Context: an optimization exercise on an open-source flow, tuned for small area, a short achievable clock period and few clock cycles. The choices shown serve that exercise and are no tape-out recipe.
At most, simulation tests tie the RTL to the original design; equivalence was not proved.
Power is estimated from default activity; no workload was simulated.

Setup of v1:
==> flow/design.v (excerpt) <==
module png_unfilter #(
    parameter ROWBUF_BYTES = 64
) (
    input  wire       clk,
    input  wire       rst,             
    input  wire       start,
    input  wire [7:0] cfg_width,
    input  wire [7:0] cfg_height,
    input  wire [2:0] cfg_colortype,
    input  wire [4:0] cfg_bitdepth,
    input  wire       cfg_interlace,
    input  wire       in_valid,
    output wire       in_ready,
    input  wire [7:0] in_data,
    output wire       out_valid,
    input  wire       out_ready,
    output wire [7:0] out_data,
    output wire       out_last,
    output wire       busy,
    output reg        done,
    output reg        fault,
    output reg  [3:0] fault_code
);
For scale: roughly 2300 cells after synthesis, about 790 flip-flops, ~56 I/O pins, roughly 33000 um^2 of cells after synthesis.
export LEC_CHECK = 0
export CAP_MARGIN = 20
export CORE_MARGIN = 2
export CORE_UTILIZATION = 40
export CTS_CLUSTER_DIAMETER = 150
export CTS_CLUSTER_SIZE = 30
export PLACE_DENSITY = 0.6
export SLEW_MARGIN = 20
create_clock -name core_clock -period 12.5 [get_ports {clk}]
standard.sh (not shown) runs the stock make flow with config.mk's settings and CLKGATE_MAP_FILE= SYNTH_SCRIPT=/design/flow/synth_recipe.tcl, a recipe that flattens the netlist after the stock synthesis.
==> flow/flow/run.sh <==
#!/bin/bash
set -e
export SETUP_SLACK_MARGIN=8.5
bash standard.sh > standard.log 2>&1
v1 finished every step from synthesis to the final layout, and the layout passed the timing, DRC and antenna checks.
Testbench counts of v1, summed over its fixed seeds: cycles 111,622.
### v1 -> v14
- CTS_CLUSTER_DIAMETER now 120, was 150
- CTS_CLUSTER_SIZE now 22, was 30
==> flow/flow/run.sh <==
#!/bin/bash
set -e
export SETUP_SLACK_MARGIN=8.8
export BUFFER_PORTS_ARGS="-buffer_cell sky130_fd_sc_hd__buf_4"
bash standard.sh > standard.log 2>&1
[summary]
Run comparison: v14 origin of the worst setup path E0[2]; v1 origin of the worst setup path E0[5]. Diff v1 -> v14: number of standard cells in the layout, taps in and fillers out climbed 71, fraction of area in multi-input gates went up, maximum vdd ir drop shrank by about 10%. From v1 to v14 the numbers moved as follows: final setup TNS essentially unchanged, layout clock buffer count went up. From v1 to v14 the numbers moved as follows: sum of internal, switching and leakage power now sits higher, post-CTS setup-driven buffer insertion count now sits higher, number of non-clock buffers in the layout now sits higher.

* * *

Another version of the RTL of png_unfilter (not shown whole).
For scale: roughly 810 flip-flops, roughly 56 I/O pins.
Settings: LEC_CHECK=0, CAP_MARGIN=20, CORE_MARGIN=2, CORE_UTILIZATION=40, CTS_CLUSTER_DIAMETER=120, CTS_CLUSTER_SIZE=22, PLACE_DENSITY=0.6, SLEW_MARGIN=20; clock period 12.5 ns.
==> flow/flow/run.sh <==
#!/bin/bash
set -e
export SETUP_SLACK_MARGIN=9.1
export BUFFER_PORTS_ARGS="-buffer_cell sky130_fd_sc_hd__buf_4"
bash standard.sh > standard.log 2>&1
The baseline went through all stages and came out clean.
Change:
==> flow/flow/run.sh (replaced) <==
#!/bin/bash
set -e
export SETUP_SLACK_MARGIN=8.8
export BUFFER_PORTS_ARGS="-buffer_cell sky130_fd_sc_hd__buf_4"
bash standard.sh > standard.log 2>&1
Design area is lower by 2.5%.
Setup slack loses 0.17 ns.
Via count shrinks by 1.9%.
Synthesized area is unchanged.
Global-route usage hardly moves.
Register-to-register slack is worse by 0.17 ns.
Worst hold slack got worse by 0.0064 ns.
Core utilization drops by 1.1 points.
Power drops by 0.78%.
No run of this note included a check of the RTL's function; only the layout flow was run.

* * *

png_unfilter, a different RTL version from the one above (not shown whole).
Size in the first run: about 2500 cells after synthesis, ~800 flip-flops, roughly 56 I/O pins, about 34000 um^2 of cells after synthesis.
==> flow/config.mk <==
export PLATFORM = sky130hd
export DESIGN_NAME = png_unfilter
export DESIGN_NICKNAME = png_unfilter
export VERILOG_FILES = /design/flow/design.v
export SDC_FILE = /design/flow/constraint.sdc
export NUM_CORES = 4
export LEC_CHECK = 0
export CAP_MARGIN = 20
export CORE_MARGIN = 2
export CORE_UTILIZATION = 55
export CTS_CLUSTER_DIAMETER = 120
export CTS_CLUSTER_SIZE = 22
export PLACE_DENSITY = 0.72
export SLEW_MARGIN = 20
==> flow/constraint.sdc <==
create_clock -name core_clock -period 12.5 [get_ports {clk}]
set_input_delay 2.5000 -clock core_clock [delete_from_list [all_inputs] [get_ports {clk}]]
set_output_delay 2.5000 -clock core_clock [all_outputs]
set_load 0.01 [all_outputs]
==> flow/flow/run.sh <==
#!/bin/bash
set -e
export SETUP_SLACK_MARGIN=9.0
export BUFFER_PORTS_ARGS="-buffer_cell sky130_fd_sc_hd__buf_4"
bash standard.sh > standard.log 2>&1
Testbench counts at the start, summed over its fixed seeds: cycles 111,622.
Change:
CORE_UTILIZATION = 40   (was 55)
PLACE_DENSITY = 0.6   (was 0.72)
After rerunning: Wire length increases by 4.6%. Combinational power hardly moves. Global-route usage drops by 5.0 points. Sequential cell count stays the same. Worst setup slack got worse by 0.028 ns. Power climbs by 0.95%.
Change:
==> flow/flow/run.sh (replaced) <==
#!/bin/bash
set -e
export SETUP_SLACK_MARGIN=9.0
export BUFFER_PORTS_ARGS="-buffer_cell sky130_fd_sc_hd__buf_4"
export CTS_ARGS="-sink_clustering_enable -repair_clock_nets -sink_clustering_size 22 -sink_clustering_max_diameter 120 -distance_between_buffers 1000 -branching_point_buffers_distance 1000"
bash standard.sh > standard.log 2>&1
CORE_UTILIZATION = 55   (was 40)
PLACE_DENSITY = 0.72   (was 0.6)
Cell count fell by a little under a tenth.
Worst setup slack improved by 0.028 ns.
Via count went up slightly.
Routed wire length fell by a few percent.
Total power shrinks slightly.
Maximum frequency rose slightly.
Global-route usage came out higher by 5.0 points.
Utilization came out higher by 17 points.

separate check: timing with driven ports:
How much do the figures lean on ideal ports? The routed layouts below were timed once more, with nothing changed but the port constraints.
Step 1, drivers: a clkbuf_16 drives clk and a buf_2 each remaining input, both assumed.
Step 2, shift: input delay + t, output delay - t, t = (earliest + latest rising clock arrival at the registers) / 2. This alone moves slack from input paths to output paths.
a / b / c = no drivers / after step 1 / after step 2; a / b = the first two.
run	t, ns	setup WS [ns]	worst setup path after step 2	worst data-port slew with drivers (ns)
v1	0.718	8.549 / 8.479 / 7.866	input to register	0.07
v14	0.666	8.717 / 8.650 / 8.180	input to register	0.06
the first run of note 2	0.661	8.775 / 8.751 / 8.416	input to register	0.07
the second run of note 2	0.662	8.605 / 8.605 / 8.297	input to register	0.04
the first run of note 3	0.665	8.917 / 8.851 / 8.355	input to register	0.05
the second run of note 3	0.667	8.889 / 8.822 / 8.391	input to register	0.05
the third run of note 3	0.665	8.917 / 8.851 / 8.355	input to register	0.05
After both steps setup and hold are still met in every run listed. The setup slack of v1, which loses most, moves by -0.070 ns with the drivers and by -0.683 ns with both steps.
